This design comes from an exercise in tuning for small area, a short achievable clock period and few clock cycles per item on the open sky130 flow, not from production work.
Function was checked by simulation only, so behaviour that the tests miss may differ from the original.

Setup of build 21:
// pkt_validator
module pkt_validator (
    input  wire        clk,
    input  wire        rst,
    input  wire        in_valid,
    output wire        in_ready,
    input  wire [31:0] in_data,
    input  wire        in_last,
    input  wire [1:0]  in_count,
    output reg         res_valid,
    output wire [2:0]  res_err,
    output wire [5:0]  res_vmask,
    output reg  [2:0]  res_cause,
    output wire [15:0] res_crc_calc,
    output wire [15:0] res_crc_read,
    output wire [10:0] res_apid,
    output wire [13:0] res_seq,
    output wire [16:0] res_plen,
    output wire [7:0]  res_stype,
    output wire [7:0]  res_ssub,
    output wire [7:0]  res_dest,
    output wire [47:0] res_time
);
    function [15:0] t2;
        input [15:0] x;
        begin
            t2[0] = x[0] ^ x[4] ^ x[8] ^ x[11] ^ x[12];
            t2[1] = x[1] ^ x[5] ^ x[9] ^ x[12] ^ x[13];
            t2[2] = x[2] ^ x[6] ^ x[10] ^ x[13] ^ x[14];
            t2[3] = x[3] ^ x[7] ^ x[11] ^ x[14] ^ x[15];
            t2[4] = x[4] ^ x[8] ^ x[12] ^ x[15];
            t2[5] = x[0] ^ x[4] ^ x[5] ^ x[8] ^ x[9] ^ x[11] ^ x[12] ^ x[13];
            t2[6] = x[1] ^ x[5] ^ x[6] ^ x[9] ^ x[10] ^ x[12] ^ x[13] ^ x[14];
            t2[7] = x[2] ^ x[6] ^ x[7] ^ x[10] ^ x[11] ^ x[13] ^ x[14] ^ x[15];
            t2[8] = x[3] ^ x[7] ^ x[8] ^ x[11] ^ x[12] ^ x[14] ^ x[15];
            t2[9] = x[4] ^ x[8] ^ x[9] ^ x[12] ^ x[13] ^ x[15];
            t2[10] = x[5] ^ x[9] ^ x[10] ^ x[13] ^ x[14];
            t2[11] = x[6] ^ x[10] ^ x[11] ^ x[14] ^ x[15];
            t2[12] = x[0] ^ x[4] ^ x[7] ^ x[8] ^ x[15];
  ...
export LEC_CHECK = 0
export CAP_MARGIN = 20
export CORE_MARGIN = 2
export CORE_UTILIZATION = 40
export CTS_CLUSTER_DIAMETER = 80
export CTS_CLUSTER_SIZE = 30
export PLACE_DENSITY = 0.6
export SETUP_SLACK_MARGIN = 2.8
export SLEW_MARGIN = 20
export TNS_END_PERCENT = 5
create_clock -name core_clock -period 5.0 [get_ports {clk}]
standard.sh (not shown) runs the stock make flow with config.mk's settings and CLKGATE_MAP_FILE= SYNTH_SCRIPT=/design/flow/synth_recipe.tcl, a recipe that flattens the netlist after the stock synthesis.
==> flow/flow/run.sh <==
#!/bin/bash
# The standard layout, with small buffers on the ports.
set -euo pipefail
bash standard.sh finish "BUFFER_PORTS_ARGS=-buffer_cell sky130_fd_sc_hd__buf_1" > standard.log 2>&1
Testbench counts of build 21, summed over its fixed seeds: cycles 114,500, packets 1,280.
diff inputs: build 21 => build 90
Settings: CORE_UTILIZATION changed from 40 to 50; TNS_END_PERCENT removed (was 5); PLACE_DENSITY changed from 0.6 to 0.7.
==> run notes <==
A end point of the critical path of res_crc_calc[8] is what build 21 shows, while res_crc_calc[11] belongs to build 90. Taking build 21 as the reference point, the met1 capacity usage during global routing of build 90 rises by 5.6 points. Compared with build 21, in build 90 core region area fell by 19%, actual slew at the worst max-slew pin increased 13 ps, clock skew after layout level. In build 90, first-pass GRT wire length is lower than in build 21.
### build 90 -> build 53
Settings: CORE_UTILIZATION: 50 -> 40; SETUP_SLACK_MARGIN: 2.8 -> 2.7; PLACE_DENSITY: 0.7 -> 0.6.
==> flow/flow/run.sh <==
#!/bin/bash
# The standard layout, with small buffers on the ports and a clock tree
# built without dummy loads. make's output goes to standard.log; each ORFS
# step keeps its own log under orfs/logs.
set -euo pipefail
bash standard.sh finish \
  "BUFFER_PORTS_ARGS=-buffer_cell sky130_fd_sc_hd__buf_1" \
  "CTS_ARGS=-sink_clustering_enable -repair_clock_nets -sink_clustering_size 30 -sink_clustering_max_diameter 80 -dont_use_dummy_load" \
  > standard.log 2>&1
[summary]
Of build 53 and build 90, it is build 53 that has the lower combined global-route utilization of all metal layers. Cmp build 90 and build 53 / count of plain and timing-repair buffers / lower: build 90. Side by side, met1 capacity usage during global routing turned out lower in build 53 than in build 90. Post-route cell area of build 90 is on par with build 53.
Modified inputs, build 67 compared to build 53
Settings: SETUP_SLACK_MARGIN now 2.8, was 2.7.
--- outcome ---
Diff build 53 -> build 67: fraction of layout instances using a drive strength above 1 went up by 2.3 points; pin slew with the least headroom to its limit went down by 11 ps; met1 demand-to-capacity share in global routing was more or less identical; end-of-flow core utilization went up by 0.52 points; maximum frequency went up by 0.0081 GHz.
Here is what was changed in the inputs of build 39 compared with build 67.
Settings: PLACE_DENSITY: 0.6 -> 0.7; SETUP_SLACK_MARGIN: 2.8 -> 2.7; CORE_UTILIZATION: 40 -> 50.
==> flow/flow/run.sh <==
#!/bin/bash
# The standard layout, with small buffers on the ports.
set -euo pipefail
bash standard.sh finish "BUFFER_PORTS_ARGS=-buffer_cell sky130_fd_sc_hd__buf_1" > standard.log 2>&1
==> comparison <==
| final worst-path setup slack | lower: build 39 |
Hold slack was lower in build 39 than in build 67.
For number of fill cells in the layout, dividing the value from build 67 by the value from build 39 gives 1.4.
Cells: build 39 has fewer instances than build 67
Build 39 vs build 67, end point of the critical path: res_crc_calc[11] vs res_cause[0]
Changes in build 41 relative to build 39:
Settings: changing SETUP_SLACK_MARGIN from 2.7 to 3.0; changing PLACE_DENSITY from 0.7 to 0.6; setting TNS_END_PERCENT to 5 for the first time; changing CORE_UTILIZATION from 50 to 40.
Findings:
- Global routing met1 resource utilization for build 41: 5.5 points down relative to build 39
- Going from build 39 to build 41, core utilization of the finished layout down 9.0 points; final worst-path setup slack up 91 ps.
- Capture point of the worst path: res_crc_calc[11] -> build 39, res_crc_read[0] -> build 41
- Re cell area after layout: build 41 and build 39 aren't equal, and the lower value belongs to build 39.
- Highest metal layer with signal wires: met5 -> build 39, met4 -> build 41
- Looking at share of the cycle needed by the critical path after routing, build 41 sits 1.8 points below build 39.

## port drivers added, routing unchanged
The flow's constraints put no driver on any port. The routed layouts listed below were extracted and timed again, unchanged, in two steps. Step 1 sets driving cells, clkbuf_16 on the clock port and buf_2 on the other inputs (assumed; they add their load-dependent delay and slew). Step 2, shift: input delay + t, output delay - t, t = (earliest + latest rising clock arrival at the registers) / 2. This alone moves slack from input paths to output paths. a / b / c = ideal ports / drivers / drivers and shift; a / b = the first two.
run | t (ns) | setup slack, ns | hold WS [ns] | worst setup path after step 2 | cell pins on the clock port's net
build 21 | 0.548 | 2.704 / 2.657 / 2.444 | 0.483 / 0.483 / 0.483 | input to register | 1
build 90 | 0.526 | 2.792 / 2.746 / 2.489 | 0.471 / 0.471 / 0.471 | input to register | 1
build 53 | 0.536 | 2.743 / 2.698 / 2.435 | 0.488 / 0.488 / 0.488 | input to register | 1
build 67 | 0.540 | 2.784 / 2.775 / 2.437 | 0.489 / 0.489 / 0.489 | input to register | 1
build 39 | 0.524 | 2.717 / 2.672 / 2.485 | 0.467 / 0.467 / 0.467 | input to register | 1
build 41 | 0.548 | 2.809 / 2.763 / 2.621 | 0.485 / 0.485 / 0.485 | input to register | 1
After both steps every run listed still meets setup and hold. The setup slack of build 67, which loses most, moves by -0.009 ns with the drivers and by -0.347 ns with both steps.
